From an optimization exercise on the open Yosys and OpenROAD flow, aimed at small area, a short achievable clock period and few clock cycles; shortcuts taken in it are not production practice. Where RTL was checked, it was by simulation tests only, not by an equivalence proof against the original. Power is estimated from default activity; no workload was simulated.

v6:
==> flow/design.v (excerpt) <==
module rrf_enc #(
    parameter integer MTU       = 1024,
    parameter integer HDR_BYTES = 16
) (
    input  wire        clk,
    input  wire        rst,           
    input  wire        cmd_valid,
    input  wire [31:0] cmd_data,
    output wire        cmd_ready,
    output reg         ev_valid,
    output reg  [1:0]  ev_type,
    output reg  [31:0] ev_data,
    input  wire        ev_ready,
    input  wire [7:0]  csr_addr,
    output reg  [31:0] csr_rdata,
    output wire        idle
);
Settings: LEC_CHECK=0, CAP_MARGIN=20, CORE_MARGIN=2, CORE_UTILIZATION=40, SETUP_SLACK_MARGIN=4.8, SLEW_MARGIN=20; clock period 10.0 ns.
run.sh (not shown) runs the stock make flow with config.mk's settings and CLKGATE_MAP_FILE= SYNTH_SCRIPT=/design/flow/synth_recipe.tcl, a recipe that flattens the netlist after the stock synthesis.
## Diff of input files: v7 against v6
-- flow/design.v --
<<< v6, line 338
        end
    end
    always @(*) begin
        case (csr_addr)
            8'h00: csr_rdata = {11'd0, pend, gob_valid, 3'b000, 5'd0, fcode8 & {3{fault}}, 7'd0, fault};
            8'h01: csr_rdata = fault_cmd & {32{fault}};
            8'h02: csr_rdata = fault_cp & {32{fault}};
            8'h03: csr_rdata = cp;
            8'h08: csr_rdata = {19'd0, bitcount};
            8'h09: csr_rdata = {23'd0, gob_gq, gob_gn};
            8'h0A: csr_rdata = {12'd0, last_m, last_ebit, 6'd0, last_bytes};
            8'h0B: csr_rdata = enc_pkt_cnt;
            8'h10: csr_rdata = 32'hFFFFFFFF;      
            8'h23: csr_rdata = 32'd1024;          
            8'h30: csr_rdata = 32'd32;            
            8'h31: csr_rdata = MTU;
            8'h32: csr_rdata = HDR_BYTES;
            8'h33: csr_rdata = 32'd5;             
            8'h34: csr_rdata = 32'd1024;          
            8'h35: csr_rdata = 32'd256000;        
            8'h36: csr_rdata = 32'd1024;          
            8'h37: csr_rdata = 32'd0;             
            8'h38: csr_rdata = 32'd2048;          
            default: csr_rdata = 32'd0;
        endcase
    end
>>> v7, line 338
        end
    end
    wire        a_z74  = (csr_addr[7:4] == 4'h0);
    wire        a_g0   = a_z74 && (csr_addr[3:2] == 2'b00);    
    wire        a_g2   = a_z74 && (csr_addr[3:2] == 2'b10);    
    wire        a_10   = (csr_addr[7:2] == 6'b000100);         
    wire        a_20   = (csr_addr[7:2] == 6'b001000);         
    wire        a_30   = (csr_addr[7:2] == 6'b001100);         
    wire        a_34   = (csr_addr[7:2] == 6'b001101);         
    wire        a_38   = (csr_addr[7:2] == 6'b001110);         
    wire [31:0] c_st   = {11'd0, pend, gob_valid, 3'b000, 5'd0, fcode8 & {3{fault}}, 7'd0, fault};
    wire [31:0] c_lst  = {12'd0, last_m, last_ebit, 6'd0, last_bytes};
    wire [31:0] c_x0 = ({32{a_g0}} & c_st) | ({32{a_g2}} & {19'd0, bitcount}) |
                       {32{a_10}} | ({32{a_30}} & 32'd32) | ({32{a_34}} & 32'd1024) |
                       ({32{a_38}} & 32'd2048);
    wire [31:0] c_x1 = ({32{a_g0 && fault}} & fault_cmd) | ({32{a_g2}} & {23'd0, gob_gq, gob_gn}) |
                       ({32{a_30}} & MTU) | ({32{a_34}} & 32'd256000);
    wire [31:0] c_x2 = ({32{a_g0 && fault}} & fault_cp) | ({32{a_g2}} & c_lst) |
                       ({32{a_30}} & HDR_BYTES) | ({32{a_34}} & 32'd1024);
    wire [31:0] c_x3 = ({32{a_g0}} & cp) | ({32{a_g2}} & enc_pkt_cnt) |
                       ({32{a_20}} & 32'd1024) | ({32{a_30}} & 32'd5);
    always @(*) begin
        case (csr_addr[1:0])
            2'd0: csr_rdata = c_x0;
            2'd1: csr_rdata = c_x1;
            2'd2: csr_rdata = c_x2;
            default: csr_rdata = c_x3;
        endcase
    end
--- outcome ---
Measured against each other, v6 and v7 differ in highest net fanout along the worst path, the higher figure coming from v7. Between v7 and v6, the area of the die figures differ only marginally. Relative to v6, internal power has increased by 0.000072 W in v7. Uppermost layer routed: met5 -> v6, met4 -> v7. [compare] base=v6 new=v7: delay of the slowest critical-path stage dropped 50 ps, fraction of power consumed by sequential logic went down.
Testbench counts of v7, summed over its fixed seeds: cycles 90,432.
No functional check of the RTL was part of v6.

========
Another version of the RTL of rrf_enc (not shown whole).
Size: ~1,900 cells after synthesis, ~110 I/O pins, about 0.017 mm^2 of cells after synthesis.
## rrf_enc
module rrf_enc #(
    parameter integer MTU       = 1024,
    parameter integer HDR_BYTES = 16
) (
    input  wire        clk,
    input  wire        rst,           
    input  wire        cmd_valid,
    input  wire [31:0] cmd_data,
    output wire        cmd_ready,
    output reg         ev_valid,
    output reg  [1:0]  ev_type,
    output reg  [31:0] ev_data,
    input  wire        ev_ready,
    input  wire [7:0]  csr_addr,
    output reg  [31:0] csr_rdata,
    output wire        idle
);
Settings: LEC_CHECK=0, CAP_MARGIN=20, CORE_MARGIN=2, CORE_UTILIZATION=40, SETUP_SLACK_MARGIN=4.4, SLEW_MARGIN=20, SYNTH_HIERARCHICAL=1; clock period 10.0 ns.
standard.sh (not shown) runs the stock make flow with config.mk's settings and CLKGATE_MAP_FILE= SYNTH_SCRIPT=/design/flow/synth_recipe.tcl, a recipe that flattens the netlist after the stock synthesis.
==> flow/flow/run.sh <==
#!/bin/bash
set -euo pipefail
export BUFFER_PORTS_ARGS="-buffer_cell sky130_fd_sc_hd__buf_1"
export CTS_ARGS="-sink_clustering_enable -repair_clock_nets -dont_use_dummy_load -buf_list sky130_fd_sc_hd__clkbuf_8 -sink_clustering_size 12 -sink_clustering_max_diameter 60"
bash standard.sh > standard_flow.log 2>&1
The baseline completed without violations.
Then changed:
--- a/flow/design.v
+++ b/flow/design.v
@@ -77,19 +77,19 @@
                    op_gob   ? (d[23:9]  != 15'd0) :
                    op_mb    ? (d[23:16] != 8'd0)  :
                               (d[23:0]  != 24'd0);
     wire n_bad   = op_put && d[5] && (d[4:0] != 5'd0);
     wire hdr_bad = !opc_known || rsv_bad || n_bad;
     wire [1:0] hdr_fcode = !opc_known ? 2'b01 : (rsv_bad ? 2'b10 : 2'b11);
     wire [15:0] nbits   = d[15:0];
     wire        mb_fit  = ({3'd0, room} >= nbits);
     wire        mb_big  = gob_valid ? (nbits > L - 26) : (nbits > L);
-    wire        mb_last  = (fault_cp[10:0] == 11'd0);
+    wire        mb_last  = (fault_cp[10:0] == {10'd0, (fault_cmd[4:0] == 5'd0)});
     wire [1:0]  mb_mode  = fault_cp[12:11];
     wire        pk_put   = !fault_cmd[26];
     wire [1:0]  as_kind  = fault_cmd[26:25];
     wire        send_m   = fault_cmd[23];
     wire [5:0]  put_n    = fault_cmd[5:0];
     wire [5:0]  mb_n     = mb_last ? {(fault_cmd[4:0] == 5'd0), fault_cmd[4:0]} : 6'd32;
     wire        put_ovf  = ({7'd0, put_n} > room);
     wire w_put  = acc_w && !fault && pend && pk_put;
     wire w_mbd  = acc_w && !fault && pend && !pk_put;
@@ -172,19 +172,19 @@
                 ev_type  <= 2'd1;
                 ev_data  <= cur_new;
             end
             cp          <= cp + {31'd0, acc_w};
             enc_pkt_cnt <= enc_pkt_cnt + {31'd0, end_go};
             if (w_hdr) begin
                 fault_cmd <= d;
                 if (op_mb && (d[23:16] == 8'd0))
                     fault_cp <= {cp[31:13], (mb_fit ? MB_FIT : (mb_big ? MB_BIG : MB_RETRY)),
-                                 nbits[15:5] - {10'd0, (nbits[4:0] == 5'd0)}};
+                                 nbits[15:5]};
                 else if (op_gob && (d[23:9] == 15'd0))
                     fault_cp <= {cp[31:12], (room < 26), cp[10:0]};
                 else
                     fault_cp <= cp;
                 if (hdr_bad) begin
                     fault    <= 1'b1;
                     fcode    <= hdr_fcode;
                     res_pend <= 1'b1;
                 end else begin
@@ -346,46 +346,37 @@
     input  wire [12:0] bitcount,
     input  wire [4:0]  gob_gq,
     input  wire [3:0]  gob_gn,
     input  wire        last_m,
     input  wire [2:0]  last_ebit,
     input  wire [9:0]  last_bytes,
     input  wire [31:0] enc_pkt_cnt,
     output reg  [31:0] csr_rdata
 );
-    wire [15:0] s;
-    rrf_csr_dec u_dec (.a(csr_addr), .s(s));
-    wire s00 = s[0], s01 = s[1] & fault, s02 = s[2] & fault, s03 = s[3];
-    wire s08 = s[4], s09 = s[5], s0a = s[6], s0b = s[7];
-    wire s10 = s[8], s1k = s[9], s30 = s[10], s32 = s[11], s33 = s[12], s35 = s[13], s38 = s[14];
+    wire hz = (csr_addr[7:4] == 4'h0);
+    wire s00 = hz && (csr_addr[3:0] == 4'h0);
+    wire s01 = hz && (csr_addr[3:0] == 4'h1) && fault;
+    wire s02 = hz && (csr_addr[3:0] == 4'h2) && fault;
+    wire s03 = hz && (csr_addr[3:0] == 4'h3);
+    wire s08 = hz && (csr_addr[3:0] == 4'h8);
+    wire s09 = hz && (csr_addr[3:0] == 4'h9);
+    wire s0a = hz && (csr_addr[3:0] == 4'hA);
+    wire s0b = hz && (csr_addr[3:0] == 4'hB);
+    wire s10 = (csr_addr == 8'h10);
+    wire s23 = (csr_addr == 8'h23);
+    wire h3  = (csr_addr[7:4] == 4'h3);
+    wire s30 = h3 && (csr_addr[3:0] == 4'h0);
+    wire s31 = h3 && (csr_addr[3:0] == 4'h1);
+    wire s32 = h3 && (csr_addr[3:0] == 4'h2);
+    wire s33 = h3 && (csr_addr[3:0] == 4'h3);
+    wire s35 = h3 && (csr_addr[3:0] == 4'h5);
+    wire s38 = h3 && (csr_addr[3:0] == 4'h8);
+    wire s1k = s23 || s31 || (h3 && (csr_addr[3:0] == 4'h4)) || (h3 && (csr_addr[3:0] == 4'h6));
     always @(*) begin
         csr_rdata = ({32{s00}} & {11'd0, pend, gob_valid, 3'b000, 5'd0, fcode8 & {3{fault}}, 7'd0, fault}) |
                     ({32{s01}} & fault_cmd) | ({32{s02}} & fault_cp) | ({32{s03}} & cp) |
                     ({32{s08}} & {19'd0, bitcount}) | ({32{s09}} & {23'd0, gob_gq, gob_gn}) |
                     ({32{s0a}} & {12'd0, last_m, last_ebit, 6'd0, last_bytes}) | ({32{s0b}} & enc_pkt_cnt) |
                     {32{s10}} | ({32{s1k}} & 32'd1024) | ({32{s30}} & 32'd32) | ({32{s32}} & 32'd16) |
                     ({32{s33}} & 32'd5) | ({32{s35}} & 32'd256000) | ({32{s38}} & 32'd2048);
     end
 endmodule
-module rrf_csr_dec (
-    input  wire [7:0]  a,
-    output wire [15:0] s
-);
-    wire hz = (a[7:4] == 4'h0);
-    wire h3 = (a[7:4] == 4'h3);
-    assign s[0]  = hz && (a[3:0] == 4'h0);
-    assign s[1]  = hz && (a[3:0] == 4'h1);
-    assign s[2]  = hz && (a[3:0] == 4'h2);
-    assign s[3]  = hz && (a[3:0] == 4'h3);
-    assign s[4]  = hz && (a[3:0] == 4'h8);
-    assign s[5]  = hz && (a[3:0] == 4'h9);
-    assign s[6]  = hz && (a[3:0] == 4'hA);
-    assign s[7]  = hz && (a[3:0] == 4'hB);
-    assign s[8]  = (a == 8'h10);
-    assign s[9]  = (a == 8'h23) || (h3 && ((a[3:0] == 4'h1) || (a[3:0] == 4'h4) || (a[3:0] == 4'h6)));
-    assign s[10] = h3 && (a[3:0] == 4'h0);
-    assign s[11] = h3 && (a[3:0] == 4'h2);
-    assign s[12] = h3 && (a[3:0] == 4'h3);
-    assign s[13] = h3 && (a[3:0] == 4'h5);
-    assign s[14] = h3 && (a[3:0] == 4'h8);
-    assign s[15] = 1'b0;
-endmodule
- The new run finished with timing, DRC and antenna clean
- via count is lower by 1.4%
- wire length is lower by 1.1%
- power is lower by 1.3%
- hold slack got worse by 0.0067 ns
- global-route usage is lower by 0.87 points
- worst setup slack improved by 0.22 ns
- count of clock-buffer cells in the layout is lower by 5
- utilization is lower by 2.0 points
Testbench counts after the change, summed over its fixed seeds: cycles 90,432.
Function not checked in the first run of this note: the RTL went through the layout flow alone.

[re-timing with driven ports]
In the flow no input, the clock included, has a driving cell. The finished layouts below were timed again as built, in two steps.
Step 1 assumes that a clkbuf_16 drives the clock port and a buf_2 every other input.
Step 2 moves the port delays by t, midway between the first and last clock arrival at a register: inputs arrive t later, outputs are due t later. That takes back most of the time a late clock gives input paths.
Three values: ideal, step 1, step 2; two values: the first two.
run	t, ns	setup slack, ns	worst setup path at the end	latest minus earliest clock arrival (ns)	slew at the worst register clock pin (ns)
v6	0.643	4.287 / 4.236 / 4.236	input to output	0.013 / 0.014	0.07 / 0.07
v7	0.651	4.220 / 4.186 / 4.186	input to output	0.012 / 0.012	0.06 / 0.06
the first run of note 2	0.641	4.108 / 4.071 / 4.071	input to output	0.086 / 0.087	0.09 / 0.09
the second run of note 2	0.677	4.328 / 4.288 / 3.788	input to register	0.084 / 0.084	0.10 / 0.10
After both steps setup and hold are still met in every run listed. For the second run of note 2, which loses most, drivers alone change the setup slack by -0.040 ns; drivers and shift together by -0.540 ns.
